Background: an optimization exercise with open tools, aiming at small area, a short achievable clock period and few clock cycles. Do not read the settings as production practice.
The RTL was checked by simulation tests, not by an equivalence proof against the original design.
Power figures rest on the tool's default switching activity, not on a simulated workload.

--- config.mk ---
export PLATFORM = sky130hd
export DESIGN_NAME = rbfc
export DESIGN_NICKNAME = rbfc
export VERILOG_FILES = /design/flow/design.v
export SDC_FILE = /design/flow/constraint.sdc
export NUM_CORES = 4
export LEC_CHECK = 0
export CAP_MARGIN = 20
export CORE_MARGIN = 2
export CORE_UTILIZATION = 40
export PLACE_DENSITY = 0.55
export SLEW_MARGIN = 20
--- constraint.sdc ---
create_clock -name core_clock -period 15.0 [get_ports {clk}]
set_input_delay 3.0000 -clock core_clock [delete_from_list [all_inputs] [get_ports {clk}]]
set_output_delay 3.0000 -clock core_clock [all_outputs]
set_load 0.01 [all_outputs]
--- design.v ---
module rbfc (
    input  wire        clk,
    input  wire        rst,         
    input  wire        bus_valid,
    input  wire        bus_write,
    input  wire [15:0] bus_addr,
    input  wire [1:0]  bus_size,    
    input  wire [31:0] bus_wdata,
    output reg         bus_rvalid,
    output reg         bus_err,
    output wire [31:0] bus_rdata,
    output wire        irq
);
    localparam integer IN_CAP  = 64;
    localparam integer OUT_CAP = 72;
    localparam integer NU      = 70;            
    localparam [31:0] ID_VALUE  = 32'h52424631;
    localparam [31:0] RSV_VALUE = 32'hFF0A0D00;
    localparam [31:0] CFG_VALUE = 32'h0000FC04;
    localparam [3:0] E_OK = 4'd0, E_SHORT = 4'd1, E_CSUM = 4'd2, E_BADOP = 4'd3,
                     E_LEN = 4'd4;
    localparam [3:0] S_IDLE = 4'd0,
                     S_FH   = 4'd1,    
                     S_FN   = 4'd2,    
                     S_DS   = 4'd3,    
                     S_DN   = 4'd4,    
                     S_DL   = 4'd5,    
                     S_DC   = 4'd6,    
                     S_CR   = 4'd7,    
                     S_NS   = 4'd8,    
                     S_NF   = 4'd9;    
    reg        irq_en;
    reg        busy, done, werr;
    reg [3:0]  errcode;
    reg [3:0]  last_op;
    reg [15:0] in_len;
    reg [6:0]  out_len;
    reg        out_frame;    
    reg [31:0] result, result1;
    reg [31:0] arg0, arg1, arg2;
    reg [8*IN_CAP-1:0] in_buf;    
    reg [9*NU-1:0] am;       
    assign irq = irq_en & done;
    reg [3:0]  state;
    reg [6:0]  nptr;         
    reg [6:0]  idx;          
    reg [7:0]  inb;          
    reg [1:0]  ac;           
    reg        started;      
    reg        ph;           
    reg [31:0] ew;           
    wire [2:0] nbytes = (bus_size == 2'd0) ? 3'd1 : (bus_size == 2'd1) ? 3'd2 : 3'd4;
    wire misaligned = (bus_size == 2'd1 && bus_addr[0]) ||
                      (bus_size == 2'd2 && bus_addr[1:0] != 2'b00);
    wire size_ok  = (bus_size != 2'd3) && !misaligned;
    wire in_region  = (bus_addr[15:6] == 10'h100);
    wire out_region = (bus_addr[15:7] == 9'h100) && (bus_addr[6:3] <= 4'd8);
    wire hit_reg  = (bus_addr < 16'h003C) && (bus_size == 2'd2) && (bus_addr[1:0] == 2'b00);
    wire hit_in   = in_region && size_ok;
    wire hit_out  = out_region && size_ok;
    wire bus_ok   = hit_reg | hit_in | hit_out;
    wire [5:0] reg_idx = bus_addr[7:2];
    wire wr       = bus_valid & bus_write & bus_ok;
    wire wr_reg   = wr & hit_reg;
    wire wr_ctrl  = wr_reg & (reg_idx == 6'd1);
    wire wr_stat  = wr_reg & (reg_idx == 6'd2);
    wire wr_cmd   = wr_reg & (reg_idx == 6'd3);
    wire wr_inlen = wr_reg & (reg_idx == 6'd4);
    wire wr_arg0  = wr_reg & (reg_idx == 6'd8);
    wire wr_arg1  = wr_reg & (reg_idx == 6'd9);
    wire wr_arg2  = wr_reg & (reg_idx == 6'd10);
    wire wr_in    = wr & hit_in;
    wire locked_wr = wr_cmd | wr_inlen | wr_arg0 | wr_arg1 | wr_arg2 | wr_in;
    wire soft_rst = wr_ctrl & bus_wdata[1];
    wire issue    = wr_cmd & ~busy;
    wire rd       = bus_valid & ~bus_write & bus_ok;
    wire stall    = bus_valid & in_region;
    wire [6:0]  eidx  = (state == S_IDLE) ? 7'd0 : idx;    
    wire [3:0]  in_ra = stall ? bus_addr[5:2] : eidx[5:2];
    reg  [31:0] in_word;
    integer iw;
    always @(*) begin
        in_word = 32'd0;
        for (iw = 0; iw < IN_CAP / 4; iw = iw + 1)
            if (in_ra == iw)
                in_word = in_buf[32*iw +: 32];
    end
    wire [4:0]  out_ra = busy ? idx[6:2] : bus_addr[6:2];
    reg  [31:0] out_word;
    integer ow;
    always @(*) begin
        out_word = 32'd0;
        for (ow = 0; ow < 69; ow = ow + 1)
            if (out_ra == ow / 4)
                out_word[8*(ow % 4) +: 8] = am[9*(ow + 1) +: 8];
    end
    reg [31:0] reg_rdata;
    always @(*) begin
        case (reg_idx)
            6'd0:  reg_rdata = ID_VALUE;
            6'd1:  reg_rdata = {31'd0, irq_en};
            6'd2:  reg_rdata = {23'd0, werr, errcode, 1'b0, (errcode != 4'd0), done, busy};
            6'd3:  reg_rdata = {28'd0, last_op};
            6'd4:  reg_rdata = {16'd0, in_len};
            6'd5:  reg_rdata = {25'd0, out_len};
            6'd6:  reg_rdata = result;
            6'd7:  reg_rdata = result1;
            6'd8:  reg_rdata = arg0;
            6'd9:  reg_rdata = arg1;
            6'd10: reg_rdata = arg2;
            6'd11: reg_rdata = RSV_VALUE;
            6'd12: reg_rdata = CFG_VALUE;
            6'd13: reg_rdata = IN_CAP;
            6'd14: reg_rdata = OUT_CAP;
            default: reg_rdata = 32'd0;
        endcase
    end
    wire [31:0] win_word = hit_in ? in_word : out_word;
    reg  [31:0] win_rdata;
    always @(*) begin
        case (bus_size)
            2'd0: win_rdata = {24'd0, win_word[8*bus_addr[1:0] +: 8]};
            2'd1: win_rdata = {16'd0, bus_addr[1] ? win_word[31:16] : win_word[15:0]};
            default: win_rdata = win_word;
        endcase
    end
    wire [6:0] lane0_idx = bus_addr[6:0];
    wire [6:0] lane1_idx = {bus_addr[6:1], 1'b1};
    wire [6:0] out_last  = out_len - 7'd1;
    reg  [3:0] term_q;
    reg        sub_q;
    reg  [31:0] raw_q;
    always @(posedge clk) begin
        if (rst) begin
            bus_rvalid <= 1'b0;
            bus_err    <= 1'b0;
            raw_q      <= 32'd0;
            term_q     <= 4'd0;
            sub_q      <= 1'b0;
        end else begin
            bus_rvalid <= bus_valid;
            bus_err    <= bus_valid & ~bus_ok;
            raw_q      <= rd ? (hit_reg ? reg_rdata : win_rdata) : 32'd0;
            sub_q      <= rd & hit_out & out_frame;
            term_q[0]  <= rd & hit_out & out_frame & (lane0_idx == out_last);
            term_q[1]  <= rd & hit_out & out_frame & (bus_size != 2'd0) & (lane1_idx == out_last);
            term_q[2]  <= rd & hit_out & out_frame & (bus_size == 2'd2) & ({bus_addr[6:2], 2'd2} == out_last);
            term_q[3]  <= rd & hit_out & out_frame & (bus_size == 2'd2) & ({bus_addr[6:2], 2'd3} == out_last);
        end
    end
    function [7:0] subst;
        input [7:0] d;
        begin
            case (d)
                8'h00: subst = 8'hFC;
                8'h0D: subst = 8'hFD;
                8'h0A: subst = 8'hFE;
                default: subst = d;
            endcase
        end
    endfunction
    genvar gl;
    generate
        for (gl = 0; gl < 4; gl = gl + 1) begin : lane
            assign bus_rdata[8*gl +: 8] = term_q[gl] ? 8'h0D :
                                          sub_q ? subst(raw_q[8*gl +: 8]) : raw_q[8*gl +: 8];
        end
    endgenerate
    function [31:0] crc_byte;
        input [31:0] c;
        input [7:0]  d;
        integer b;
        begin
            crc_byte = c ^ {24'd0, d};
            for (b = 0; b < 8; b = b + 1)
                crc_byte = crc_byte[0] ? ((crc_byte >> 1) ^ 32'hEDB88320) : (crc_byte >> 1);
        end
    endfunction
    reg  [31:0] crc_src;
    reg  [2:0]  crc_cnt;
    wire [31:0] crc1 = crc_byte(result, crc_src[7:0]);
    wire [31:0] crc2 = crc_byte(crc1, crc_src[15:8]);
    wire [31:0] crc3 = crc_byte(crc2, crc_src[23:16]);
    wire [31:0] crc4 = crc_byte(crc3, crc_src[31:24]);
    wire [31:0] crc_next = (crc_cnt == 3'd1) ? crc1 : (crc_cnt == 3'd2) ? crc2 :
                           (crc_cnt == 3'd3) ? crc3 : crc4;
    wire [6:0] n7       = in_len[6:0];
    wire       len_bad  = (in_len > IN_CAP);
    wire [6:0] rem_in   = n7 + 7'd4 - idx;      
    wire [6:0] rem_out  = out_len + 7'd4 - idx;  
    wire [7:0] in_sel_byte = in_word[8*eidx[1:0] +: 8];
    wire inb_rsv = (inb == 8'h00) || (inb == 8'h0D) || (inb == 8'h0A) || (inb == 8'hFF);
    reg [7:0] unsub;
    always @(*) begin
        case (inb)
            8'hFC: unsub = 8'h00;
            8'hFD: unsub = 8'h0D;
            8'hFE: unsub = 8'h0A;
            default: unsub = inb;
        endcase
    end
    wire [1:0] fcb  = nptr[1:0] - n7[1:0] - 2'd2;    
    wire [31:0] ncrc = ~result;
    wire [7:0] fcrc_byte = ncrc[8*(3 - fcb) +: 8];
    wire       f_payload = (nptr <= n7 + 7'd1);
    reg        a_en;        
    reg        a_horner;    
    reg        a_frame;     
    reg        a_load;      
    reg  [7:0] a_in;
    always @(*) begin
        a_en = 1'b0; a_horner = 1'b0; a_frame = 1'b0; a_load = 1'b0;
        a_in = inb;
        case (state)
            S_FH: begin a_en = 1'b1; a_horner = 1'b1; a_frame = 1'b1;
                        a_in = f_payload ? inb : fcrc_byte; end
            S_FN: begin a_en = 1'b1; a_frame = 1'b1; end
            S_DS: begin a_en = 1'b1; a_horner = ~inb_rsv && (idx != n7) && (started || unsub != 8'd0);
                        a_in = unsub; end
            S_DN: begin a_en = 1'b1; end
            S_DL: begin a_en = ph; a_load = 1'b1; a_in = ew[8*idx[1:0] +: 8]; end
            default: ;
        endcase
    end
    wire [NU-1:0]  oh;        
    wire [NU-1:0]  lt;        
    wire [4*NU-1:0] qv;       
    wire [9*NU-1:0] zv;       
    wire [NU-1:0]  okv;       
    genvar k;
    generate
        for (k = 0; k < NU; k = k + 1) begin : unit
            assign oh[k] = (nptr == k);
            assign lt[k] = (k < nptr);
            wire [8:0] cur = am[9*k +: 9];
            wire neg = cur[8] & cur[7];
            wire [8:0] pv;
            if (k == 0) begin : top
                assign pv = 9'd0;
            end else begin : mid
                assign pv = am[9*(k-1) +: 9];
            end
            wire pneg = pv[8] & pv[7];
            wire sel = oh[k] & (a_horner | a_load);
            wire [11:0] av = sel ? {4'b0000, a_in} : {{3{neg}}, cur};
            wire [9:0] bv = a_horner ? {pneg, pv} : 10'd0;
            wire sub = ~a_frame & a_horner;
            wire [9:0] yh = av[11:2] + (bv ^ {10{sub}}) + {9'd0, sub};
            wire [11:0] y = {yh, av[1:0]};
            wire fnorm = a_frame & ~a_horner;
            wire [3:0] q = {y[11:9], y[8] | (fnorm & (&y[7:2]))};
            wire [3:0] qin;
            if (k == NU-1) begin : last
                assign qin = 4'd0;
            end else begin : notlast
                wire gate = a_horner ? oh[k] : (a_load | oh[k+1]);
                assign qin = gate ? 4'd0 : qv[4*(k+1) +: 4];
            end
            wire [5:0] t = {a_frame ? q : 4'd0, 2'b00} + {{2{qin[3]}}, qin};
            wire [8:0] z0 = {1'b0, y[7:0]} + {{3{t[5]}}, t};
            wire [8:0] z = {z0[8] & ~fnorm, z0[7:0]};
            assign qv[4*k +: 4] = q;
            assign zv[9*k +: 9] = z;
            assign okv[k] = ~lt[k] | (a_frame ? (cur < 9'd252) : ~cur[8]);
        end
    endgenerate
    wire arr_ok = &okv;
    wire [31:0] ns_src;
    wire [31:0] in_be = {ew[7:0], ew[15:8], ew[23:16], ew[31:24]};
    wire [3:0]  in_mask;    
    assign in_mask[3] = (rem_in > 7'd0);
    assign in_mask[2] = (rem_in > 7'd1);
    assign in_mask[1] = (rem_in > 7'd2);
    assign in_mask[0] = (rem_in > 7'd3);
    wire [31:0] in_be_m = in_be & {{8{in_mask[3]}}, {8{in_mask[2]}}, {8{in_mask[1]}}, {8{in_mask[0]}}};
    assign ns_src = (ac == 2'd1) ? arg0 : (ac == 2'd2) ? arg1 : (ac == 2'd3) ? arg2 : in_be_m;
    wire [31:0] ns_sum = result + {16'd0, ns_src[31:16]} + {16'd0, ns_src[15:0]};
    wire [16:0] ns_f1  = {1'b0, result[15:0]} + {1'b0, result[31:16]};
    wire [15:0] ns_f2  = ns_f1[15:0] + {15'd0, ns_f1[16]};
    always @(*) begin
        crc_src = ew;
        crc_cnt = (rem_in >= 7'd4) ? 3'd4 : rem_in[2:0];
        case (state)
            S_FH: begin crc_src = {24'd0, inb}; crc_cnt = 3'd1; end
            S_DC: crc_cnt = (rem_out >= 7'd4) ? 3'd4 : rem_out[2:0];
            default: ;
        endcase
    end
    wire eng_go = ~stall;
    wire [31:0] x_next = {result1[23:0], 8'd0} - {result1[29:0], 2'b00} + {24'd0, unsub};
    integer i;
    always @(posedge clk) begin
        if (rst | soft_rst) begin
            irq_en  <= 1'b0;
            busy    <= 1'b0;
            done    <= 1'b0;
            werr    <= 1'b0;
            errcode <= E_OK;
            last_op <= 4'd0;
            in_len  <= 16'd0;
            out_len <= 7'd0;
            out_frame <= 1'b0;
            result  <= 32'd0;
            result1 <= 32'd0;
            arg0    <= 32'd0;
            arg1    <= 32'd0;
            arg2    <= 32'd0;
            state   <= S_IDLE;
            nptr    <= 7'd0;
            idx     <= 7'd0;
            ac      <= 2'd0;
        end else begin
            if (wr_ctrl)
                irq_en <= bus_wdata[0];
            if (wr_stat) begin
                if (bus_wdata[1]) done <= 1'b0;
                if (bus_wdata[8]) werr <= 1'b0;
            end
            if (locked_wr & busy)
                werr <= 1'b1;
            if (!busy) begin
                if (wr_inlen) in_len <= bus_wdata[15:0];
                if (wr_arg0)  arg0 <= bus_wdata;
                if (wr_arg1)  arg1 <= bus_wdata;
                if (wr_arg2)  arg2 <= bus_wdata;
            end
            if (issue) begin
                last_op <= bus_wdata[3:0];
                errcode <= E_OK;
                idx     <= 7'd0;
                ac      <= 2'd0;
                busy    <= 1'b0;
                done    <= 1'b1;
                case (bus_wdata[3:0])
                4'h0: ;
                4'h1: begin
                    if (len_bad) errcode <= E_LEN;
                    else if (n7 == 7'd0) begin
                        result <= 32'd0; result1 <= 32'd0;
                    end else begin
                        busy <= 1'b1; done <= 1'b0; state <= S_CR;
                        result <= 32'hFFFFFFFF;
                        idx <= 7'd4;     
                    end
                end
                4'h2: begin
                    if (len_bad) errcode <= E_LEN;
                    else begin
                        busy <= 1'b1; done <= 1'b0; state <= S_FH;
                        result <= 32'hFFFFFFFF;
                        nptr <= 7'd2;    
                        idx  <= 7'd1;    
                    end
                end
                4'h3: begin
                    if (len_bad) errcode <= E_LEN;
                    else if (n7 == 7'd0) begin
                        errcode <= E_SHORT; out_len <= 7'd0; out_frame <= 1'b0;
                        result <= 32'd0; result1 <= 32'd0;
                    end else begin
                        busy <= 1'b1; done <= 1'b0; state <= S_DS;
                        result1 <= 32'd0;
                        nptr <= 7'd0;
                        idx  <= 7'd1;
                        started <= 1'b0;
                    end
                end
                4'h4: begin
                    out_len <= 7'd4; out_frame <= 1'b0;
                    result <= arg0; result1 <= 32'd0;
                end
                4'h5: begin
                    if (len_bad) errcode <= E_LEN;
                    else if (n7 < 7'd4) begin
                        errcode <= E_SHORT; result <= 32'd0; result1 <= 32'd0;
                    end else begin
                        result  <= {in_buf[7:0], in_buf[15:8], in_buf[23:16], in_buf[31:24]};
                        result1 <= 32'd0;
                    end
                end
                4'h6, 4'h7: begin
                    if (len_bad) errcode <= E_LEN;
                    else if (n7 == 7'd0 && !bus_wdata[0]) begin
                        result <= 32'h0000FFFF; result1 <= 32'd0;
                    end else begin
                        busy <= 1'b1; done <= 1'b0; state <= S_NS;
                        result <= 32'd0;
                        idx <= 7'd4;     
                        ac <= bus_wdata[0] ? 2'd1 : 2'd0;
                    end
                end
                default: errcode <= E_BADOP;
                endcase
            end
            if (eng_go) begin
                if (!(state == S_NS && ac != 2'd0))
                    ew <= (state == S_DN || state == S_DL || state == S_DC) ? out_word : in_word;
                if (state == S_IDLE || state == S_FH || state == S_DS) begin
                    if (!(state == S_FH && !f_payload))
                        inb <= in_sel_byte;
                end
                case (state)
                S_IDLE: ;
                S_FH: begin
                    if (f_payload) begin
                        result <= crc_next;
                        idx <= idx + 7'd1;
                    end
                    nptr <= nptr + 7'd1;
                    if (nptr == n7 + 7'd5)
                        state <= S_FN;
                end
                S_FN: begin
                    if (arr_ok) begin
                        state <= S_IDLE; busy <= 1'b0; done <= 1'b1; errcode <= E_OK;
                        out_len <= n7 + 7'd6; out_frame <= 1'b1;
                        result <= ~result; result1 <= 32'd0;
                    end
                end
                S_DS: begin
                    idx <= idx + 7'd1;
                    if (a_horner) begin
                        started <= 1'b1;
                        nptr <= nptr + 7'd1;
                        result1 <= x_next;
                    end
                    if (idx == n7) begin
                        if (inb != 8'h0D || nptr == 7'd0) begin
                            state <= S_IDLE; busy <= 1'b0; done <= 1'b1; errcode <= E_SHORT;
                            out_len <= 7'd0; out_frame <= 1'b0;
                            result <= 32'd0; result1 <= 32'd0;
                        end else begin
                            state <= S_DN;
                            idx <= 7'd0;
                        end
                    end
                end
                S_DN: begin
                    idx <= 7'd0;
                    if (arr_ok) begin
                        if (nptr < 7'd5 || (am[7:0] == 8'd0 && nptr < 7'd6)) begin
                            state <= S_IDLE; busy <= 1'b0; done <= 1'b1; errcode <= E_SHORT;
                            out_len <= 7'd0; out_frame <= 1'b0;
                            result <= 32'd0; result1 <= 32'd0;
                        end else if (am[7:0] == 8'd0) begin
                            state <= S_DL;
                            out_len <= nptr - 7'd1;
                            nptr <= 7'd0;
                            idx <= 7'd0;
                            ph <= 1'b0;
                        end else begin
                            state <= S_DC;
                            out_len <= nptr - 7'd5;    
                            idx <= 7'd4;               
                            result <= 32'hFFFFFFFF;
                        end
                    end
                end
                S_DL: begin
                    ph <= ~ph;
                    if (ph) begin
                        nptr <= nptr + 7'd1;
                        idx <= idx + 7'd1;
                        if (nptr + 7'd1 == out_len) begin
                            state <= S_DN;
                            idx <= 7'd0;
                        end
                    end
                end
                S_DC: begin
                    idx <= idx + 7'd4;
                    if (out_len == 7'd0 || rem_out <= 7'd4) begin
                        state <= S_IDLE; busy <= 1'b0; done <= 1'b1;
                        out_frame <= 1'b0;
                        result <= (out_len == 7'd0) ? 32'd0 : ~crc_next;
                        if (((out_len == 7'd0) ? 32'd0 : ~crc_next) == result1) begin
                            errcode <= E_OK;
                            result1 <= result1;
                        end else begin
                            errcode <= E_CSUM;
                            out_len <= 7'd0;
                        end
                    end else
                        result <= crc_next;
                end
                S_CR: begin
                    idx <= idx + 7'd4;
                    if (rem_in <= 7'd4) begin
                        state <= S_IDLE; busy <= 1'b0; done <= 1'b1;
                        result <= ~crc_next; result1 <= 32'd0;
                    end else
                        result <= crc_next;
                end
                S_NS: begin
                    if (ac != 2'd0) begin
                        ac <= (ac == 2'd3) ? 2'd0 : ac + 2'd1;
                        if (ac == 2'd3 && n7 == 7'd0)
                            state <= S_NF;
                        result <= ns_sum;
                    end else begin
                        idx <= idx + 7'd4;
                        if (rem_in <= 7'd4)
                            state <= S_NF;
                        result <= ns_sum;
                    end
                end
                S_NF: begin
                    state <= S_IDLE; busy <= 1'b0; done <= 1'b1;
                    result <= {16'd0, ~ns_f2}; result1 <= 32'd0;
                end
                default: state <= S_IDLE;
                endcase
            end
        end
    end
    wire [7:0] wl0 = bus_wdata[7:0];
    wire [7:0] wl1 = (bus_size == 2'd0) ? bus_wdata[7:0] : bus_wdata[15:8];
    wire [7:0] wl2 = (bus_size == 2'd2) ? bus_wdata[23:16] : bus_wdata[7:0];
    wire [7:0] wl3 = (bus_size == 2'd2) ? bus_wdata[31:24] :
                     (bus_size == 2'd1) ? bus_wdata[15:8] : bus_wdata[7:0];
    wire in_we = wr_in & ~busy & ~(rst | soft_rst);
    wire [3:0] lane_we;
    assign lane_we[0] = (bus_size == 2'd2) | (bus_addr[1:0] == 2'd0);
    assign lane_we[1] = (bus_size == 2'd2) | (bus_size == 2'd1 && !bus_addr[1]) | (bus_addr[1:0] == 2'd1);
    assign lane_we[2] = (bus_size == 2'd2) | (bus_size == 2'd1 &&  bus_addr[1]) | (bus_addr[1:0] == 2'd2);
    assign lane_we[3] = (bus_size == 2'd2) | (bus_size == 2'd1 &&  bus_addr[1]) | (bus_addr[1:0] == 2'd3);
    genvar gw;
    generate
        for (gw = 0; gw < IN_CAP; gw = gw + 1) begin : inw
            always @(posedge clk)
                if (in_we && bus_addr[5:2] == gw / 4 && lane_we[gw % 4])
                    in_buf[8*gw +: 8] <= (gw % 4 == 0) ? wl0 : (gw % 4 == 1) ? wl1 :
                                  (gw % 4 == 2) ? wl2 : wl3;
        end
    endgenerate
    always @(posedge clk) begin
        if (issue && bus_wdata[3:0] == 4'h4) begin
            am[9*1 +: 9] <= {1'b0, arg0[31:24]};
            am[9*2 +: 9] <= {1'b0, arg0[23:16]};
            am[9*3 +: 9] <= {1'b0, arg0[15:8]};
            am[9*4 +: 9] <= {1'b0, arg0[7:0]};
        end else if (issue && bus_wdata[3:0] == 4'h2 && !len_bad) begin
            am[9*0 +: 9] <= 9'd0;
            am[9*1 +: 9] <= 9'd1;
        end else if (a_en & eng_go & ~(rst | soft_rst)) begin
            for (i = 0; i < NU; i = i + 1)
                if (!a_load || oh[i])
                    am[9*i +: 9] <= zv[9*i +: 9];
        end
    end
endmodule
--- run.sh ---
#!/bin/bash
# synth_recipe.tcl (not shown) runs the flow's synth.tcl, then flattens the netlist and writes it again
# the make line also repeats each setting of config.mk as NAME=value (left out here)
make -C /OpenROAD-flow-scripts/flow DESIGN_CONFIG=/design/flow/config.mk WORK_HOME=/design/flow/orfs CLKGATE_MAP_FILE= SYNTH_SCRIPT=/design/flow/synth_recipe.tcl finish
==> results of run 1 <==
-- sequential cells by signal, summed over array words and instances (netlist names), 7 cells and up --
signal and flops:
idx 7, result1 32, nptr 7, result 32, am 630, inb 8, raw_q 32, arg2 32
arg1 32, arg0 32, out_len 7, ew 32, in_buf 512, in_len 16
-- cells by family (layout without fill, tap and decap cells) --
family	Yosys count	in the layout
xor+xnor	2297	2297
compound gates	5016	5016
buf+inv	1906	1892
mux	242	242
flops	1439	1439
other cells	0	69
simple gates	5540	5540
fa+ha+maj	1666	1666
-- cell type report --
cell class,instances,area share
multi-input cells,14800,0.632
flip-flops and latches,1439,0.244
well taps,5016,0.0377
clock buffers,230,0.0301
repair buffers,516,0.0258
inverters,1029,0.0232
clock inverters,117,0.00689
diodes,69,0.00104
-- cell usage in the layout (no fill, tap or decap), types with 192 or more instances in the layout --
cell type / n
nand2b_1: 235
ha_1: 1434
xnor2_1: 1464
nor3_1: 250
nor2_1: 1988
dfxtp_1: 257
a21oi_1: 1681
nand2_1: 1771
o21bai_1: 323
edfxtp_1: 1180
clkbuf_16: 192
fa_1: 228
inv_1: 1024
a21o_1: 408
a22oi_1: 210
buf_4: 405
nand3_1: 218
xor2_1: 656
o21ai_0: 1048
-- cells in the mapped netlist, types with 94 or more instances --
cell type | instances | area share
ha_1 | 1437 | 0.12
and3_1 | 138 | 0.0057
nand3_1 | 218 | 0.0072
a22oi_1 | 211 | 0.010
xor2_1 | 656 | 0.038
inv_1 | 1024 | 0.025
nor3_1 | 268 | 0.0088
nor2_1 | 2024 | 0.050
o21bai_1 | 324 | 0.016
a21o_1 | 408 | 0.020
or2_2 | 165 | 0.0068
and2_1 | 186 | 0.0076
a221oi_1 | 108 | 0.0062
xnor3_1 | 127 | 0.019
fa_1 | 228 | 0.030
nand2_1 | 1780 | 0.044
a211oi_1 | 175 | 0.0086
a31oi_1 | 181 | 0.0074
xnor2_1 | 1465 | 0.084
a21oi_1 | 1696 | 0.056
nand2b_1 | 235 | 0.0096
clkbuf_1 | 771 | 0.019
edfxtp_1 | 1180 | 0.23
nand4_1 | 101 | 0.0041
nor2b_1 | 125 | 0.0051
dfxtp_1 | 259 | 0.034
o21ai_0 | 1061 | 0.035
and4_1 | 94 | 0.0054
mux2i_1 | 153 | 0.010
-- worst paths after layout --
path	from	slack [ns]	depth (start not counted)	endpoint
setup / recovery	in_len[1]	3.90	40	am[611]
hold / removal	last_op[0]	0.46	2	last_op[0]
setup reg to reg	in_len[1]	3.90	40	am[611]
hold reg to reg	last_op[0]	0.46	2	last_op[0]
-- metal layers --
metal | global-route usage | vias up | share of wire
li1 | - | 64300 | -
met3 | 0.122 | 1790 | 0.12
met5 | 0.00861 | - | 0.00086
met2 | 0.555 | 8671 | 0.40
met4 | 0.221 | 38 | 0.066
met1 | 0.521 | 70600 | 0.41
-- power breakdown --
group	total, mW	switching [mW]	internal (mW)
Combinational	4.47	3.00	1.46
Sequential	4.34	0.0218	4.32
Clock	4.79	2.11	2.68
-- worst max-delay path: cells and delay by family (launching register included) --
kind / cells / cell delay [ns]
flops: 1 / 0.58
xor+xnor: 3 / 0.65
fa+ha+maj: 5 / 1.53
simple gates: 7 / 1.76
mux: 1 / 0.28
compound gates: 17 / 3.54
buf+inv: 7 / 2.37
-- per-stage QoR --
step / instances / power, mW / setup slack, ns / hold WS, ns
detailed placement: 22800 / 8.61 / 4.24 / 0.448
global placement: 22800 / 8.63 / 4.27 / 0.442
finish: 23200 / 13.6 / 3.90 / 0.460
floorplan: 18100 / 6.78 / 5.49 / 0.422
CTS: 23100 / 13.4 / 4.19 / 0.456
global route: 23100 / 13.8 / 3.47 / 0.491
==> results.yml, run 1 <==
synthesis:
  yosys.area_share.simple: 0.164
  syn_inst: 18100
  async_reset_ff_frac: 0
  synth_area_sq_um: 152000
  synth_edf_count: 1180
  synth_adder_area_share: 0.148
  yosys_most_used_dff: "edfxtp_1"
  synth_top_family_by_area: "compound AO/OA/AOI/OAI gates"
  yosysSeqAreaShare: 0.267
  ys_types: 101
  syn_area_per_cell_sq_um: 8.42
  syn_nets: 19800
  synth-compound-area-share: 0.205
  synth_xor_area_frac: 0.148
  ys_ff_latch: 1439
  yosysWarnings: 1
  synthMuxAreaShare: 0.0220
route:
  post-route-drc-count: 0
  dr.pass1.iters: 10
  avgViaCountPerCell: 6.28
  postRouteAntennaNets: 0
  vias: 145000
  routed_wl_mm: 783
  wl_per_cell_microns: 33.8
  drt_iter0_markers: 20200
setup_path:
  slowest_delay_ns: 0.76
  crit_fanout: 63
  cp.required_ns: 15.69
  end_kind: "flip-flop"
  critPathKind: "reg2reg"
  slowest_stage: "nor4_1"
  arrival_ns: 11.79
  startpoint_type: "flip-flop"
floorplanning:
  io-pin-count: 89
  die-area_sq_um: 386000
  initial_core_util: 0.402
  core_sq_um: 379000
  die_w_microns: 621
  row_count: 226
  die_h_microns: 621
clocking:
  cts.repair.resized: 0
  cts_made_buffers: 190
  cts_setup_buffers: 0
  cts_num_sinks: 1439
  ctsHoldBuffers: 0
  h-tree-depth: 4
  cts_buffer_depth: 4
  clock_latency_ns: 1.02
  cts_tree: "built"
  cts.clk_slew.worst_paths_ns: 0.06
  cts-root-buf: "clkbuf_16"
timing:
  slew_headroom: 0.0735
  finalSetupViolCount: 0
  rsz0062_at_grt: "false"
  finClkSkew_ns: 0.135
  max_freq_ghz: 0.0901
  tightest_slew_ns: 1.38
  drv_slew: 0
  finalHoldViolations: 0
  fin_crit_sh: 0.740
  final.setup.tns_ns: 0
  min_period_ns: 11.10
global_routing:
  grt_pass1_vias: 134000
  grt_max_degree: 180
  grt_pass1_wl_mm: 1080
  grt_overflow: 0
  antenna_found_initial: 105
  gr-usage-all-layers: 0.391
layout:
  utilization: 0.439
  area.growth.synth_to_final_pct: 9.35
  multi_input_area_sq_um: 105000
  drive_gt1_frac: 0.0622
  fin_nets: 19700
  fillers: 37900
  seq_area_sq_um: 40600
  stdcell_area_sq_um: 167000
placement:
  dp_hpwl_mm: 599
  dpl_cell_area_sq_um: 160000
  port_buffers: 88
  gp_congestion: 1.06
min_path:
  hp-class: "reg2reg"
run_status:
  status: "timing/DRC/antenna clean"
power_and_ir_drop:
  powerDensity_nw_per_um2: 81.6
  power_leakage_nw: 70.7
  peakVddDrop_mv: 0.352
job:
  max-cap-violations: 0
Testbench counts, summed over its fixed seeds: cycles 8,895.
==> run 2: changes to the inputs <==
--- a/design.v
+++ b/design.v
@@ -43,8 +43,13 @@
     assign irq = irq_en & done;
     reg [3:0]  state;
     reg [6:0]  nptr;         
+    reg [NU-1:0] ohr;        
     reg [6:0]  idx;          
-    reg [7:0]  inb;          
+    reg [7:0]  fb;           
+    reg [7:0]  db;           
+    reg        dsd;          
+    reg        is0d;         
+    reg        dv;           
     reg [1:0]  ac;           
     reg        started;      
     reg        ph;           
@@ -61,20 +66,21 @@
     wire bus_ok   = hit_reg | hit_in | hit_out;
     wire [5:0] reg_idx = bus_addr[7:2];
     wire wr       = bus_valid & bus_write & bus_ok;
-    wire wr_reg   = wr & hit_reg;
-    wire wr_ctrl  = wr_reg & (reg_idx == 6'd1);
-    wire wr_stat  = wr_reg & (reg_idx == 6'd2);
-    wire wr_cmd   = wr_reg & (reg_idx == 6'd3);
-    wire wr_inlen = wr_reg & (reg_idx == 6'd4);
-    wire wr_arg0  = wr_reg & (reg_idx == 6'd8);
-    wire wr_arg1  = wr_reg & (reg_idx == 6'd9);
-    wire wr_arg2  = wr_reg & (reg_idx == 6'd10);
+    wire wr_word  = bus_valid & bus_write & (bus_size == 2'd2) &
+                    (bus_addr[15:6] == 10'd0) & (bus_addr[1:0] == 2'b00);
+    wire wr_ctrl  = wr_word & (bus_addr[5:2] == 4'd1);
+    wire wr_stat  = wr_word & (bus_addr[5:2] == 4'd2);
+    wire wr_cmd   = wr_word & (bus_addr[5:2] == 4'd3);
+    wire wr_inlen = wr_word & (bus_addr[5:2] == 4'd4);
+    wire wr_arg0  = wr_word & (bus_addr[5:2] == 4'd8);
+    wire wr_arg1  = wr_word & (bus_addr[5:2] == 4'd9);
+    wire wr_arg2  = wr_word & (bus_addr[5:2] == 4'd10);
     wire wr_in    = wr & hit_in;
     wire locked_wr = wr_cmd | wr_inlen | wr_arg0 | wr_arg1 | wr_arg2 | wr_in;
     wire soft_rst = wr_ctrl & bus_wdata[1];
     wire issue    = wr_cmd & ~busy;
     wire rd       = bus_valid & ~bus_write & bus_ok;
-    wire stall    = bus_valid & in_region;
+    wire stall    = bus_valid & bus_addr[14];
     wire [6:0]  eidx  = (state == S_IDLE) ? 7'd0 : idx;    
     wire [3:0]  in_ra = stall ? bus_addr[5:2] : eidx[5:2];
     reg  [31:0] in_word;
@@ -96,26 +102,26 @@
     end
     reg [31:0] reg_rdata;
     always @(*) begin
-        case (reg_idx)
-            6'd0:  reg_rdata = ID_VALUE;
-            6'd1:  reg_rdata = {31'd0, irq_en};
-            6'd2:  reg_rdata = {23'd0, werr, errcode, 1'b0, (errcode != 4'd0), done, busy};
-            6'd3:  reg_rdata = {28'd0, last_op};
-            6'd4:  reg_rdata = {16'd0, in_len};
-            6'd5:  reg_rdata = {25'd0, out_len};
-            6'd6:  reg_rdata = result;
-            6'd7:  reg_rdata = result1;
-            6'd8:  reg_rdata = arg0;
-            6'd9:  reg_rdata = arg1;
-            6'd10: reg_rdata = arg2;
-            6'd11: reg_rdata = RSV_VALUE;
-            6'd12: reg_rdata = CFG_VALUE;
-            6'd13: reg_rdata = IN_CAP;
-            6'd14: reg_rdata = OUT_CAP;
+        case (bus_addr[5:2])    
+            4'd0:  reg_rdata = ID_VALUE;
+            4'd1:  reg_rdata = {31'd0, irq_en};
+            4'd2:  reg_rdata = {23'd0, werr, errcode, 1'b0, (errcode != 4'd0), done, busy};
+            4'd3:  reg_rdata = {28'd0, last_op};
+            4'd4:  reg_rdata = {16'd0, in_len};
+            4'd5:  reg_rdata = {25'd0, out_len};
+            4'd6:  reg_rdata = result;
+            4'd7:  reg_rdata = result1;
+            4'd8:  reg_rdata = arg0;
+            4'd9:  reg_rdata = arg1;
+            4'd10: reg_rdata = arg2;
+            4'd11: reg_rdata = RSV_VALUE;
+            4'd12: reg_rdata = CFG_VALUE;
+            4'd13: reg_rdata = IN_CAP;
+            4'd14: reg_rdata = OUT_CAP;
             default: reg_rdata = 32'd0;
         endcase
     end
-    wire [31:0] win_word = hit_in ? in_word : out_word;
+    wire [31:0] win_word = bus_addr[14] ? in_word : out_word;
     reg  [31:0] win_rdata;
     always @(*) begin
         case (bus_size)
@@ -140,12 +146,12 @@
         end else begin
             bus_rvalid <= bus_valid;
             bus_err    <= bus_valid & ~bus_ok;
-            raw_q      <= rd ? (hit_reg ? reg_rdata : win_rdata) : 32'd0;
-            sub_q      <= rd & hit_out & out_frame;
-            term_q[0]  <= rd & hit_out & out_frame & (lane0_idx == out_last);
-            term_q[1]  <= rd & hit_out & out_frame & (bus_size != 2'd0) & (lane1_idx == out_last);
-            term_q[2]  <= rd & hit_out & out_frame & (bus_size == 2'd2) & ({bus_addr[6:2], 2'd2} == out_last);
-            term_q[3]  <= rd & hit_out & out_frame & (bus_size == 2'd2) & ({bus_addr[6:2], 2'd3} == out_last);
+            raw_q      <= (bus_addr[15:14] == 2'b00) ? reg_rdata : win_rdata;
+            sub_q      <= bus_addr[15] & out_frame;
+            term_q[0]  <= bus_addr[15] & out_frame & (lane0_idx == out_last);
+            term_q[1]  <= bus_addr[15] & out_frame & (bus_size != 2'd0) & (lane1_idx == out_last);
+            term_q[2]  <= bus_addr[15] & out_frame & (bus_size == 2'd2) & ({bus_addr[6:2], 2'd2} == out_last);
+            term_q[3]  <= bus_addr[15] & out_frame & (bus_size == 2'd2) & ({bus_addr[6:2], 2'd3} == out_last);
         end
     end
     function [7:0] subst;
@@ -189,17 +195,17 @@
     wire [6:0] rem_in   = n7 + 7'd4 - idx;      
     wire [6:0] rem_out  = out_len + 7'd4 - idx;  
     wire [7:0] in_sel_byte = in_word[8*eidx[1:0] +: 8];
-    wire inb_rsv = (inb == 8'h00) || (inb == 8'h0D) || (inb == 8'h0A) || (inb == 8'hFF);
+    wire fb_rsv = (fb == 8'h00) || (fb == 8'h0D) || (fb == 8'h0A) || (fb == 8'hFF);
     reg [7:0] unsub;
     always @(*) begin
-        case (inb)
+        case (fb)
             8'hFC: unsub = 8'h00;
             8'hFD: unsub = 8'h0D;
             8'hFE: unsub = 8'h0A;
-            default: unsub = inb;
+            default: unsub = fb;
         endcase
     end
-    wire [1:0] fcb  = nptr[1:0] - n7[1:0] - 2'd2;    
+    wire [1:0] fcb  = nptr[1:0] - n7[1:0] - 2'd1;    
     wire [31:0] ncrc = ~result;
     wire [7:0] fcrc_byte = ncrc[8*(3 - fcb) +: 8];
     wire       f_payload = (nptr <= n7 + 7'd1);
@@ -210,15 +216,13 @@
     reg  [7:0] a_in;
     always @(*) begin
         a_en = 1'b0; a_horner = 1'b0; a_frame = 1'b0; a_load = 1'b0;
-        a_in = inb;
+        a_in = (state == S_DS) ? db : fb;
         case (state)
-            S_FH: begin a_en = 1'b1; a_horner = 1'b1; a_frame = 1'b1;
-                        a_in = f_payload ? inb : fcrc_byte; end
+            S_FH: begin a_en = 1'b1; a_horner = 1'b1; a_frame = 1'b1; end
             S_FN: begin a_en = 1'b1; a_frame = 1'b1; end
-            S_DS: begin a_en = 1'b1; a_horner = ~inb_rsv && (idx != n7) && (started || unsub != 8'd0);
-                        a_in = unsub; end
+            S_DS: begin a_en = 1'b1; a_horner = dv & dsd; end
             S_DN: begin a_en = 1'b1; end
-            S_DL: begin a_en = ph; a_load = 1'b1; a_in = ew[8*idx[1:0] +: 8]; end
+            S_DL: begin a_en = ph; a_load = 1'b1; end
             default: ;
         endcase
     end
@@ -230,7 +234,7 @@
     genvar k;
     generate
         for (k = 0; k < NU; k = k + 1) begin : unit
-            assign oh[k] = (nptr == k);
+            assign oh[k] = ohr[k];
             assign lt[k] = (k < nptr);
             wire [8:0] cur = am[9*k +: 9];
             wire neg = cur[8] & cur[7];
@@ -281,13 +285,13 @@
         crc_src = ew;
         crc_cnt = (rem_in >= 7'd4) ? 3'd4 : rem_in[2:0];
         case (state)
-            S_FH: begin crc_src = {24'd0, inb}; crc_cnt = 3'd1; end
+            S_FH: begin crc_src = {24'd0, fb}; crc_cnt = 3'd1; end
             S_DC: crc_cnt = (rem_out >= 7'd4) ? 3'd4 : rem_out[2:0];
             default: ;
         endcase
     end
     wire eng_go = ~stall;
-    wire [31:0] x_next = {result1[23:0], 8'd0} - {result1[29:0], 2'b00} + {24'd0, unsub};
+    wire [31:0] x_next = {result1[23:0], 8'd0} - {result1[29:0], 2'b00} + {24'd0, db};
     integer i;
     always @(posedge clk) begin
         if (rst | soft_rst) begin
@@ -307,6 +311,7 @@
             arg2    <= 32'd0;
             state   <= S_IDLE;
             nptr    <= 7'd0;
+            ohr     <= {{(NU-1){1'b0}}, 1'b1};
             idx     <= 7'd0;
             ac      <= 2'd0;
         end else begin
@@ -349,6 +354,7 @@
                         busy <= 1'b1; done <= 1'b0; state <= S_FH;
                         result <= 32'hFFFFFFFF;
                         nptr <= 7'd2;    
+                        ohr  <= {{(NU-3){1'b0}}, 3'b100};
                         idx  <= 7'd1;    
                     end
                 end
@@ -361,6 +367,7 @@
                         busy <= 1'b1; done <= 1'b0; state <= S_DS;
                         result1 <= 32'd0;
                         nptr <= 7'd0;
+                        ohr  <= {{(NU-1){1'b0}}, 1'b1};
                         idx  <= 7'd1;
                         started <= 1'b0;
                     end
@@ -395,9 +402,24 @@
             if (eng_go) begin
                 if (!(state == S_NS && ac != 2'd0))
                     ew <= (state == S_DN || state == S_DL || state == S_DC) ? out_word : in_word;
-                if (state == S_IDLE || state == S_FH || state == S_DS) begin
-                    if (!(state == S_FH && !f_payload))
-                        inb <= in_sel_byte;
+                if (state == S_IDLE) begin
+                    fb   <= in_sel_byte;
+                    dv   <= 1'b0;
+                end else if (state == S_DS) begin
+                    fb   <= in_sel_byte;
+                    db   <= unsub;
+                    is0d <= (fb == 8'h0D);
+                    dsd  <= ~fb_rsv && (idx != n7) && (started || a_horner || fb != 8'hFC);
+                    dv   <= 1'b1;
+                end else if (state == S_FH) begin
+                    if (nptr <= n7)
+                        fb <= in_sel_byte;
+                    else if (nptr == n7 + 7'd1)
+                        fb <= ~crc_next[31:24];
+                    else
+                        fb <= fcrc_byte;
+                end else if (state == S_DL && !ph) begin
+                    fb <= out_word[8*idx[1:0] +: 8];
                 end
                 case (state)
                 S_IDLE: ;
@@ -407,6 +429,7 @@
                         idx <= idx + 7'd1;
                     end
                     nptr <= nptr + 7'd1;
+                    ohr  <= {ohr[NU-2:0], 1'b0};
                     if (nptr == n7 + 7'd5)
                         state <= S_FN;
                 end
@@ -422,10 +445,11 @@
                     if (a_horner) begin
                         started <= 1'b1;
                         nptr <= nptr + 7'd1;
+                        ohr  <= {ohr[NU-2:0], 1'b0};
                         result1 <= x_next;
                     end
-                    if (idx == n7) begin
-                        if (inb != 8'h0D || nptr == 7'd0) begin
+                    if (dv && idx == n7 + 7'd1) begin
+                        if (!is0d || nptr == 7'd0) begin
                             state <= S_IDLE; busy <= 1'b0; done <= 1'b1; errcode <= E_SHORT;
                             out_len <= 7'd0; out_frame <= 1'b0;
                             result <= 32'd0; result1 <= 32'd0;
@@ -446,6 +470,7 @@
                             state <= S_DL;
                             out_len <= nptr - 7'd1;
                             nptr <= 7'd0;
+                            ohr  <= {{(NU-1){1'b0}}, 1'b1};
                             idx <= 7'd0;
                             ph <= 1'b0;
                         end else begin
@@ -460,6 +485,7 @@
                     ph <= ~ph;
                     if (ph) begin
                         nptr <= nptr + 7'd1;
+                        ohr  <= {ohr[NU-2:0], 1'b0};
                         idx <= idx + 7'd1;
                         if (nptr + 7'd1 == out_len) begin
                             state <= S_DN;
@@ -511,6 +537,8 @@
                 default: state <= S_IDLE;
                 endcase
             end
+            if (issue && bus_wdata[3:0] == 4'h2 && n7 == 7'd0)
+                fb <= 8'h00;
         end
     end
     wire [7:0] wl0 = bus_wdata[7:0];
==> run 2 against run 1 <==
Against the previous run: still clean; clock skew down 0.023 ns; clock-buffer cell count up 17; sequential power up 5.8%; via count down 5.4%; critical path depth down 10; routed wire length down 13%; die area down 1.9%; synthesized cell count down 2.1%; combinational power up 67%; largest cell class unchanged; largest power group is now combinational logic.
==> results.yml, run 2 <==
setup_path:
  cp_common_cell: "a21oi_1"
  arrival_ns: 9.71
  slowest_delay_ns: 0.82
  cp.required_ns: 15.66
  slowest_stage: "buf_4"
  end_kind: "flip-flop"
  critPathKind: "reg2reg"
  startpoint_type: "flip-flop"
  crit_fanout: 54
route:
  avgViaCountPerCell: 6.10
  met3_wirelength_mm: 72.2
  post-route-drc-count: 0
  wl_met1_mm: 272
  routed_wl_mm: 685
  drt_iter0_markers: 18400
  vias: 138000
  highest_layer: "met5"
  postRouteAntennaNets: 0
  dr_wl_met2_mm: 288
  dr.pass1.iters: 7
  wl_per_cell_microns: 30.4
floorplanning:
  die-area_sq_um: 379000
  die_w_microns: 615
  row_count: 224
  io-pin-count: 89
  die_h_microns: 615
  initial_core_util: 0.402
  core_sq_um: 372000
clocking:
  cts_buffer_depth: 4
  cts.repair.resized: 0
  cts_setup_buffers: 0
  ctsHoldBuffers: 0
  cts.clk_slew.worst_paths_ns: 0.06
  cts_tree: "built"
  clock_latency_ns: 0.99
  cts_num_sinks: 1520
  cts_made_buffers: 196
  h-tree-depth: 4
  cts-root-buf: "clkbuf_16"
global_routing:
  grt_max_degree: 134
  antenna_found_initial: 60
  grt_pass1_vias: 130000
  gr-usage-all-layers: 0.350
  grt_overflow: 0
  grt_pass1_wl_mm: 964
layout:
  reg.largest.list: "am (630), in_buf (512), ohr (70)"
  regMostFlops: "am"
  fillers: 37300
  drive_gt1_frac: 0.0506
  seq_area_sq_um: 42400
  final_common_cell: "nor2_1"
  multi_input_area_sq_um: 101000
  area.growth.synth_to_final_pct: 8.79
  largest_reg_flops: 630
  final_cell_mix: "nor2_1 (2,330), a21oi_1 (1,775), xnor2_1 (1,750)"
  fin_nets: 19100
synthesis:
  syn_area_per_cell_sq_um: 8.44
  synth_edf_count: 1191
  yosysSeqAreaShare: 0.283
  ys_types: 108
  ys_ff_latch: 1520
  async_reset_ff_frac: 0
  synth_area_sq_um: 150000
  synth_common_cells: "nor2_1 (2,369), a21oi_1 (1,779), xnor2_1 (1,750), nand2_1 (1,624), ha_1 (1,442)"
  yosys.cell_count.top_type: "nor2_1"
  yosysTopAreaCell: "edfxtp_1"
  yosysWarnings: 1
  syn_nets: 19500
  yosys_most_used_dff: "edfxtp_1"
  synth.top_cell.area_share: 0.239
  synthTopCellsByArea: "edfxtp_1 (24%), ha_1 (12%), xnor2_1 (10%)"
  syn_inst: 17700
power_and_ir_drop:
  peakVddDrop_mv: 0.403
  powerDensity_nw_per_um2: 105
  power_leakage_nw: 68.8
  total_power_mw: 17.0
timing:
  tightest_slew_ns: 1.42
  drv_slew: 0
  finalSetupViolCount: 0
  fin_crit_sh: 0.604
  rsz0062_at_grt: "false"
  finalHoldViolations: 0
  final.setup.tns_ns: 0
  min_period_ns: 9.06
  max_freq_ghz: 0.110
  slew_headroom: 0.0563
  finClkSkew_ns: 0.113
placement:
  dp_hpwl_mm: 506
  gp_congestion: 1.07
  port_buffers: 88
job:
  max-cap-violations: 0
min_path:
  hp-class: "reg2reg"
run_status:
  status: "timing/DRC/antenna clean"
-- run 2: worst paths after layout --
path	start	endpoint	depth (start not counted)	slack, ns
max	state[0]	am[305]	30	5.94
min	last_op[1]	last_op[1]	2	0.47
max reg2reg	state[0]	am[305]	30	5.94
min reg2reg	last_op[1]	last_op[1]	2	0.47
-- run 2: power by group --
part | internal [mW] | total (mW) | switching (mW) | leakage (nW)
sequential | 4.53 | 4.59 | 0.0517 | 13.4
combinational | 2.82 | 7.48 | 4.66 | 52.3
clock | 2.82 | 4.96 | 2.14 | 3.14
-- run 2: final cells by class --
| type | count | share of cell area |
|---|---|---|
| Clock buffer | 247 | 0.0323 |
| Antenna cell | 19 | 0.000292 |
| Sequential cell | 1520 | 0.260 |
| Timing Repair Buffer | 403 | 0.0209 |
| Multi-Input combinational cell | 14400 | 0.621 |
| Tap cell | 4972 | 0.0382 |
| Inverter | 833 | 0.0192 |
| Clock inverter | 110 | 0.00730 |
-- run 2: through the flow --
step | setup slack [ns] | cells | hold slack (ns) | area [sq um] | util
after CTS | 6.23 | 22500 | 0.471 | 163000 | 0.437
after global placement | 5.64 | 22200 | 0.456 | 156000 | 0.419
after global routing | 5.49 | 22500 | 0.488 | 163000 | 0.437
final | 5.94 | 22500 | 0.467 | 163000 | 0.437
after floorplan | 7.01 | 17700 | 0.426 | 150000 | -
after detailed placement | 5.65 | 22200 | 0.460 | 156000 | 0.420
-- run 2: logic make-up (layout without fill, tap and decap cells) --
group                      after synthesis  count (layout)  share of synthesized area
and+or+nand+nor                       5177            5177                      0.149
AOI/OAI and AO/OA                     4950            4950                      0.204
xor gates and xnor gates              2440            2440                      0.152
buffers and inverters                 1775            1593                     0.0452
adders and majority gates             1671            1671                      0.151
DFF                                   1520            1520                      0.283
muxes                                  193             193                     0.0149
other                                    0              19                          0
-- run 2: worst max-delay path, delay by kind of cell, from the launching register on --
kind	cells	cell delay, ns
buf+inv	3	1.90
compound gates	14	2.79
xor+xnor	4	0.81
simple gates	6	1.90
fa+ha+maj	3	0.94
flops	1	0.31
-- run 2: layer usage --
metal  vias to the layer above  global-route usage
met4                        34               0.227
met1                     66200               0.452
li1                      61900                   -
met2                      7523               0.523
met3                      1855              0.0794
met5                         -                   0
Testbench counts of run 2, summed over its fixed seeds: cycles 8,957.
==> run 3: changes to the inputs <==
--- a/design.v
+++ b/design.v
@@ -135,6 +135,7 @@
     wire [6:0] out_last  = out_len - 7'd1;
     reg  [3:0] term_q;
     reg        sub_q;
+    reg        rdok_q;       
     reg  [31:0] raw_q;
     always @(posedge clk) begin
         if (rst) begin
@@ -143,11 +144,13 @@
             raw_q      <= 32'd0;
             term_q     <= 4'd0;
             sub_q      <= 1'b0;
+            rdok_q     <= 1'b0;
         end else begin
             bus_rvalid <= bus_valid;
             bus_err    <= bus_valid & ~bus_ok;
             raw_q      <= (bus_addr[15:14] == 2'b00) ? reg_rdata : win_rdata;
             sub_q      <= bus_addr[15] & out_frame;
+            rdok_q     <= rd;
             term_q[0]  <= bus_addr[15] & out_frame & (lane0_idx == out_last);
             term_q[1]  <= bus_addr[15] & out_frame & (bus_size != 2'd0) & (lane1_idx == out_last);
             term_q[2]  <= bus_addr[15] & out_frame & (bus_size == 2'd2) & ({bus_addr[6:2], 2'd2} == out_last);
@@ -168,7 +171,7 @@
     genvar gl;
     generate
         for (gl = 0; gl < 4; gl = gl + 1) begin : lane
-            assign bus_rdata[8*gl +: 8] = term_q[gl] ? 8'h0D :
+            assign bus_rdata[8*gl +: 8] = ~{8{rdok_q}} ? 8'h00 : term_q[gl] ? 8'h0D :
                                           sub_q ? subst(raw_q[8*gl +: 8]) : raw_q[8*gl +: 8];
         end
     endgenerate
--- a/config.mk
+++ b/config.mk
@@ -7,6 +7,6 @@
 export LEC_CHECK = 0
 export CAP_MARGIN = 20
 export CORE_MARGIN = 2
-export CORE_UTILIZATION = 40
-export PLACE_DENSITY = 0.55
+export CORE_UTILIZATION = 55
+export PLACE_DENSITY = 0.7
 export SLEW_MARGIN = 20
==> run 3 against run 2 <==
Against the previous run: still clean on timing, DRC and antenna; core utilization grew 16 points; routed wire length increased by 0.58%; global-route usage increased by 13 points; register-to-register slack lost 0.39 ns; first-iteration DRC count up 11%; non-clock buffer count is 45 higher; cell area down 0.34%; hold slack worse by 0.013 ns; synthesized cell count is 0.94% higher; fmax decreased by 4.1%; die area is 27% lower; final cell count down 5.4%; largest cell class unchanged.
==> results.yml, run 3 <==
run_status:
  status: "timing/DRC/antenna clean"
route:
  routed_wl_mm: 689
  vias: 142000
  dr.pass1.iters: 10
  drt_iter0_markers: 20400
  post-route-drc-count: 0
  avgViaCountPerCell: 6.67
  wl_per_cell_microns: 32.3
  postRouteAntennaNets: 0
synthesis:
  synthTopCellsByArea: "edfxtp_1 (24%), ha_1 (12%), xnor2_1 (9.9%)"
  synth_common_cells: "nor2_1 (2,546), a21oi_1 (2,019), xnor2_1 (1,699), ha_1 (1,443), nand2_1 (1,398)"
  yosys_most_used_dff: "edfxtp_1"
  syn_area_per_cell_sq_um: 8.42
  yosysSeqAreaShare: 0.281
  syn_inst: 17900
  synth_edf_count: 1191
  syn_nets: 19600
  yosysWarnings: 1
  synth_area_sq_um: 151000
  async_reset_ff_frac: 0
  synth.top_cell.area_share: 0.237
  ys_ff_latch: 1521
  yosysTopAreaCell: "edfxtp_1"
  ys_types: 103
  yosys.cell_count.top_type: "nor2_1"
setup_path:
  crit_fanout: 31
  r2r_end: "am[35]"
  critPathCapture: "am[35]"
  startpoint_type: "flip-flop"
  cp.required_ns: 15.81
  r2r-start: "state[0]"
  rrSetupSlack_ns: 5.55
  r2r_cells: 34
  critPathKind: "reg2reg"
  startpoint: "state[0]"
  slowest_delay_ns: 0.88
  end_kind: "flip-flop"
  arrival_ns: 10.26
  slowest_stage: "a21oi_4"
power_and_ir_drop:
  swShare: 0.400
  internal_power_mw: 10.2
  powerDensity_nw_per_um2: 105
  peakVddDrop_mv: 0.529
  p_comb_frac: 0.441
  p_seq_frac: 0.270
  total_power_mw: 17.0
  p_sw_mw: 6.79
  p_clk_frac: 0.288
  power_leakage_nw: 69.7
layout:
  drive_gt1_frac: 0.0491
  fin_nets: 19300
  reg.largest.list: "am (630), in_buf (512), ohr (70)"
  final_cell_mix: "nor2_1 (2,523), a21oi_1 (2,013), xnor2_1 (1,699)"
  largest_reg_flops: 630
  fillers: 24500
  regMostFlops: "am"
  final_common_cell: "nor2_1"
  instances_no_fill: 21300
  area.growth.synth_to_final_pct: 7.57
clocking:
  ctsHoldBuffers: 0
  cts_buffer_depth: 4
  clock_latency_ns: 1.00
  cts.repair.resized: 0
  cts-root-buf: "clkbuf_16"
  cts.clk_slew.worst_paths_ns: 0.07
  h-tree-depth: 4
  cts_setup_buffers: 0
  cts_num_sinks: 1521
  cts_made_buffers: 190
  cts_tree: "built"
global_routing:
  antenna_found_initial: 90
  grt_max_degree: 131
  gr-usage-all-layers: 0.480
  grt_pass1_wl_mm: 965
  grt_overflow: 0
  grt_pass1_vias: 132000
timing:
  slew_headroom: 0.0560
  rsz0062_at_grt: "false"
  fin_crit_sh: 0.630
  finalHoldViolations: 0
  tightest_slew_ns: 1.40
  min_period_ns: 9.45
  finalSetupViolCount: 0
  max_freq_ghz: 0.106
  drv_slew: 0
  whs_ns: 0.454
  final.setup.tns_ns: 0
  finClkSkew_ns: 0.169
floorplanning:
  row_count: 192
  core_sq_um: 273000
  initial_core_util: 0.552
  io-pin-count: 89
  die_w_microns: 527
  die_h_microns: 527
  die-area_sq_um: 278000
job:
  max-cap-violations: 0
placement:
  gp_congestion: 1.11
  port_buffers: 88
  place_inst: 20900
  dp_hpwl_mm: 513
min_path:
  hp-class: "reg2reg"
==> run 3: cell types whose count changed in the layout (fill, tap and decap cells not counted), sizes merged, moves of 24 or more <==
| cell | before | now |
|---|---|---|
| nand2 | 1624 | 1399 |
| buf | 320 | 360 |
| a21oi | 1781 | 2022 |
| xnor3 | 65 | 96 |
| o21ai | 1029 | 882 |
| a21o | 469 | 499 |
| nor3 | 166 | 125 |
| diode | 19 | 46 |
| xnor2 | 1769 | 1710 |
| nor2b | 144 | 168 |
| nor2 | 2369 | 2546 |
| nand4 | 89 | 115 |
| and2 | 153 | 183 |
==> run 3: worst min-delay path by stage <==
stage,depth (start not counted),endpoint,from
finish,2,sub_q,out_frame
global route,2,sub_q,out_frame
CTS,2,sub_q,out_frame
detailed placement,2,errcode[3],errcode[3]
global placement,2,errcode[3],errcode[3]
floorplan,2,errcode[3],errcode[3]
==> run 3: kinds of logic (layout without fill, tap and decap cells) <==
group | after synthesis | in the layout | share of synthesized area
mux | 171 | 171 | 0.0128
xor+xnor | 2421 | 2421 | 0.152
flops | 1521 | 1521 | 0.281
simple gates | 5199 | 5199 | 0.150
compound gates | 5064 | 5064 | 0.207
buf+inv | 1843 | 1636 | 0.0464
fa+ha+maj | 1674 | 1674 | 0.150
other cells | 0 | 46 | 0
==> run 3: metal layers <==
layer	track usage	vias up	wire (microns)
met3	0.149	2438	92400
met5	0	-	430
met2	0.680	9657	276000
li1	-	62500	-
met4	0.357	54	62700
met1	0.611	67600	257000
==> run 3: area by class of cell <==
type                            instances  area [sq um]  share of cell area
Multi-Input combinational cell      14500        102000               0.629
Clock buffer                          246          5120              0.0316
Inverter                              836          3140              0.0194
Tap cell                             3589          4490              0.0277
Timing Repair Buffer                  448          3750              0.0231
Clock inverter                        106          1230             0.00761
Sequential cell                      1521         42400               0.261
Antenna cell                           46           115            0.000710
==> run 3: stage by stage <==
stage | instance area [sq um] | setup WS, ns | utilization
global placement | 156000 | 5.61 | 0.570
finish | 162000 | 5.55 | 0.594
global route | 162000 | 5.33 | 0.593
detailed placement | 156000 | 5.46 | 0.570
floorplan | 151000 | 6.80 | -
CTS | 162000 | 5.89 | 0.593
==> run 3: critical path, delay by kind of cell (launching register included) <==
family / cells / cell delay (ns)
and+or+nand+nor: 7 / 1.75
buffers and inverters: 5 / 2.35
AOI/OAI and AO/OA: 15 / 3.16
adders and majority gates: 3 / 1.00
xor gates and xnor gates: 4 / 0.63
DFF: 1 / 0.31
==> run 3: power by group through the flow <==
stage / Sequential [mW] / Combinational, mW / Clock, mW
2_1_floorplan: 4.63 / 4.61 / 0
3_3_place_gp: 4.67 / 6.97 / 0
3_5_place_dp: 4.67 / 7.01 / 0
4_1_cts: 4.58 / 7.06 / 4.86
5_1_grt: 4.58 / 7.51 / 5.01
6_report: 4.58 / 7.49 / 4.89
Testbench counts of run 3, summed over its fixed seeds: cycles 8,957.
==> run 4: changes to the inputs <==
--- a/design.v
+++ b/design.v
@@ -51,6 +51,7 @@
     reg        is0d;         
     reg        dv;           
     reg [1:0]  ac;           
+    reg [6:0]  rem;          
     reg        started;      
     reg        ph;           
     reg [31:0] ew;           
@@ -195,8 +196,6 @@
                            (crc_cnt == 3'd3) ? crc3 : crc4;
     wire [6:0] n7       = in_len[6:0];
     wire       len_bad  = (in_len > IN_CAP);
-    wire [6:0] rem_in   = n7 + 7'd4 - idx;      
-    wire [6:0] rem_out  = out_len + 7'd4 - idx;  
     wire [7:0] in_sel_byte = in_word[8*eidx[1:0] +: 8];
     wire fb_rsv = (fb == 8'h00) || (fb == 8'h0D) || (fb == 8'h0A) || (fb == 8'hFF);
     reg [7:0] unsub;
@@ -275,10 +274,10 @@
     wire [31:0] ns_src;
     wire [31:0] in_be = {ew[7:0], ew[15:8], ew[23:16], ew[31:24]};
     wire [3:0]  in_mask;    
-    assign in_mask[3] = (rem_in > 7'd0);
-    assign in_mask[2] = (rem_in > 7'd1);
-    assign in_mask[1] = (rem_in > 7'd2);
-    assign in_mask[0] = (rem_in > 7'd3);
+    assign in_mask[3] = (rem > 7'd0);
+    assign in_mask[2] = (rem > 7'd1);
+    assign in_mask[1] = (rem > 7'd2);
+    assign in_mask[0] = (rem > 7'd3);
     wire [31:0] in_be_m = in_be & {{8{in_mask[3]}}, {8{in_mask[2]}}, {8{in_mask[1]}}, {8{in_mask[0]}}};
     assign ns_src = (ac == 2'd1) ? arg0 : (ac == 2'd2) ? arg1 : (ac == 2'd3) ? arg2 : in_be_m;
     wire [31:0] ns_sum = result + {16'd0, ns_src[31:16]} + {16'd0, ns_src[15:0]};
@@ -286,10 +285,9 @@
     wire [15:0] ns_f2  = ns_f1[15:0] + {15'd0, ns_f1[16]};
     always @(*) begin
         crc_src = ew;
-        crc_cnt = (rem_in >= 7'd4) ? 3'd4 : rem_in[2:0];
+        crc_cnt = (rem >= 7'd4) ? 3'd4 : rem[2:0];
         case (state)
             S_FH: begin crc_src = {24'd0, fb}; crc_cnt = 3'd1; end
-            S_DC: crc_cnt = (rem_out >= 7'd4) ? 3'd4 : rem_out[2:0];
             default: ;
         endcase
     end
@@ -348,6 +346,7 @@
                     end else begin
                         busy <= 1'b1; done <= 1'b0; state <= S_CR;
                         result <= 32'hFFFFFFFF;
+                        rem <= n7;
                         idx <= 7'd4;     
                     end
                 end
@@ -395,6 +394,7 @@
                     end else begin
                         busy <= 1'b1; done <= 1'b0; state <= S_NS;
                         result <= 32'd0;
+                        rem <= n7;
                         idx <= 7'd4;     
                         ac <= bus_wdata[0] ? 2'd1 : 2'd0;
                     end
@@ -479,6 +479,7 @@
                         end else begin
                             state <= S_DC;
                             out_len <= nptr - 7'd5;    
+                            rem <= nptr - 7'd5;
                             idx <= 7'd4;               
                             result <= 32'hFFFFFFFF;
                         end
@@ -498,11 +499,12 @@
                 end
                 S_DC: begin
                     idx <= idx + 7'd4;
-                    if (out_len == 7'd0 || rem_out <= 7'd4) begin
+                    rem <= rem - 7'd4;
+                    if (rem <= 7'd4) begin
                         state <= S_IDLE; busy <= 1'b0; done <= 1'b1;
                         out_frame <= 1'b0;
-                        result <= (out_len == 7'd0) ? 32'd0 : ~crc_next;
-                        if (((out_len == 7'd0) ? 32'd0 : ~crc_next) == result1) begin
+                        result <= (rem == 7'd0) ? 32'd0 : ~crc_next;
+                        if (((rem == 7'd0) ? 32'd0 : ~crc_next) == result1) begin
                             errcode <= E_OK;
                             result1 <= result1;
                         end else begin
@@ -514,7 +516,8 @@
                 end
                 S_CR: begin
                     idx <= idx + 7'd4;
-                    if (rem_in <= 7'd4) begin
+                    rem <= rem - 7'd4;
+                    if (rem <= 7'd4) begin
                         state <= S_IDLE; busy <= 1'b0; done <= 1'b1;
                         result <= ~crc_next; result1 <= 32'd0;
                     end else
@@ -528,7 +531,8 @@
                         result <= ns_sum;
                     end else begin
                         idx <= idx + 7'd4;
-                        if (rem_in <= 7'd4)
+                        rem <= rem - 7'd4;
+                        if (rem <= 7'd4)
                             state <= S_NF;
                         result <= ns_sum;
                     end
--- a/config.mk
+++ b/config.mk
@@ -7,6 +7,6 @@
 export LEC_CHECK = 0
 export CAP_MARGIN = 20
 export CORE_MARGIN = 2
-export CORE_UTILIZATION = 55
-export PLACE_DENSITY = 0.7
+export CORE_UTILIZATION = 40
+export PLACE_DENSITY = 0.55
 export SLEW_MARGIN = 20
==> run 4 against run 3 <==
Against the previous run: the layout now fails its checks (slew limit); register-to-register slack better by 0.48 ns; largest cell class unchanged; worst setup slack improved by 0.11 ns; sequential cell count increased by 7.
==> results.yml, run 4 <==
synthesis:
  synthTopCellsByArea: "edfxtp_1 (24%), ha_1 (12%), xnor2_1 (10%)"
  yosysTopAreaCell: "edfxtp_1"
  synth_edf_count: 1198
  syn_area_per_cell_sq_um: 8.48
  syn_inst: 17600
  yosys.cell_count.top_type: "nor2_1"
  yosysSeqAreaShare: 0.286
  ys_types: 102
  async_reset_ff_frac: 0
  yosys_most_used_dff: "edfxtp_1"
  synth.top_cell.area_share: 0.241
  ys_ff_latch: 1528
global_routing:
  gr-usage-all-layers: 0.353
  grt_overflow: 0
  grt_max_degree: 122
  antenna_found_initial: 69
  grt_pass1_vias: 128000
floorplanning:
  row_count: 224
  core_sq_um: 372000
  io-pin-count: 89
  die_w_microns: 614
setup_path:
  r2r_cells: 29
  end_kind: "flip-flop"
  arrival_ns: 10.02
  cp.depth: 20
  crit_fanout: 28
  critPathKind: "in2reg"
  cp_num_buf_inv: 4
  path_delay_family: "compound AO/OA/AOI/OAI gates"
  rrSetupSlack_ns: 6.03
  critPathCapture: "fb[7]"
  slowest_stage: "a222oi_1"
  slowest_delay_ns: 1.04
  cp.required_ns: 15.68
timing:
  max_freq_ghz: 0.107
  drv_slew: 39
  fin_crit_sh: 0.622
  final.setup.tns_ns: 0
  slew_headroom: -0.126
  whs_ns: 0.465
  finalSetupViolCount: 0
  tightest_slew_ns: 1.69
clocking:
  cts_made_buffers: 201
  cts.repair.resized: 0
  cts_num_sinks: 1528
  cts_setup_buffers: 0
  clock_latency_ns: 1.06
  cts_tree: "built"
  h-tree-depth: 4
  cts_buffer_depth: 4
  ctsHoldBuffers: 0
route:
  postRouteAntennaNets: 0
  post-route-drc-count: 0
  dr.pass1.iters: 12
  drt_iter0_markers: 19300
  wl_per_cell_microns: 30.8
  routed_wl_mm: 692
layout:
  final_cell_mix: "nor2_1 (2,163), xnor2_1 (1,724), a21oi_1 (1,669)"
  reg.largest.list: "am (630), in_buf (512), ohr (70)"
  area.growth.synth_to_final_pct: 9.17
  fin_nets: 19000
  final_common_cell: "nor2_1"
power_and_ir_drop:
  total_power_mw: 16.6
  power_leakage_nw: 69.0
  peakVddDrop_mv: 0.439
  powerDensity_nw_per_um2: 102
run_status:
  status: "failed layout checks"
  so_faults: "slew limit"
job:
  max-cap-violations: 0
placement:
  gp_congestion: 1.15
min_path:
  hp-class: "reg2reg"
## run 4: cell types whose count changed after synthesis, moves of 34 or more
cell,previous run,this run
a21oi_1,2019,1680
a22oi_1,274,369
a31oi_1,168,132
clkbuf_1,863,765
nand2_1,1398,1625
nor2_1,2546,2205
o21ai_0,874,1068
xnor3_1,90,54
xor2_1,595,629
## run 4: how the worst min path moves through the flow
stage | from | end | cells after the start
2_1_floorplan | errcode[3] | errcode[3] | 2
3_3_place_gp | last_op[3] | last_op[3] | 2
3_5_place_dp | last_op[0] | last_op[0] | 2
4_1_cts | last_op[0] | last_op[0] | 2
5_1_grt | arg1[3] | arg1[3] | 2
6_report | last_op[0] | last_op[0] | 2
## run 4: cells by family (layout without fill, tap and decap cells)
| logic type | count (synthesis) | in the layout | share of synthesized area |
|---|---|---|---|
| adder cells (fa/ha/maj) | 1651 | 1651 | 0.150 |
| multiplexers | 169 | 169 | 0.0127 |
| buffers and inverters | 1784 | 1659 | 0.0456 |
| AO/OA/AOI/OAI | 4966 | 4966 | 0.207 |
| XOR/XNOR | 2443 | 2443 | 0.151 |
| AND/OR/NAND/NOR | 5048 | 5048 | 0.148 |
| flip-flops | 1528 | 1528 | 0.286 |
| other | 0 | 36 | 0 |
## run 4: cell type report
cell class,instances,area [sq um]
repair buffers,455,3820
diodes,36,90.1
flip-flops and latches,1528,42600
inverters,836,3140
clock buffers,265,5520
well taps,4972,6220
clock inverters,103,978
fillers,37000,209000
multi-input cells,14300,100000
## run 4: layer usage
layer / track usage / wire (microns) / up-vias / part of all wire
li1: - / - / 61600 / -
met4: 0.201 / 47700 / 50 / 0.069
met2: 0.508 / 281000 / 7825 / 0.41
met1: 0.462 / 277000 / 66100 / 0.40
met5: 0 / 348 / - / 0.00050
met3: 0.116 / 86500 / 1772 / 0.13
## run 4: per-stage QoR
step	instance area (sq um)	utilization	std cells	setup slack [ns]
3_5_place_dp	156000	0.420	22100	5.37
5_1_grt	163000	0.438	22400	5.47
3_3_place_gp	156000	0.420	22100	5.37
6_report	163000	0.438	22500	5.66
2_1_floorplan	149000	-	17600	6.51
4_1_cts	162000	0.437	22400	6.21
## run 4: tightest hold or removal path, delay by kind of cell (launching register included)
family	cells	cell delay, ns
AND/OR/NAND/NOR	1	0.05
AO/OA/AOI/OAI	1	0.06
flip-flops	1	0.31
## run 4: where the power goes
group,total (mW),internal [mW],switching [mW],leakage (nW)
clock,4.99,2.84,2.15,3.16
sequential,4.60,4.56,0.0390,13.4
combinational,7.06,2.72,4.34,52.4
Testbench counts of run 4, summed over its fixed seeds: cycles 8,957.

Check on run 4: ideal ports give 5.663 ns setup slack; a clkbuf_16 on the clock port and buf_2 on the inputs give 5.745 ns; moving port delays by the midpoint clock arrival (1.072 ns) as well gives 4.673 ns.
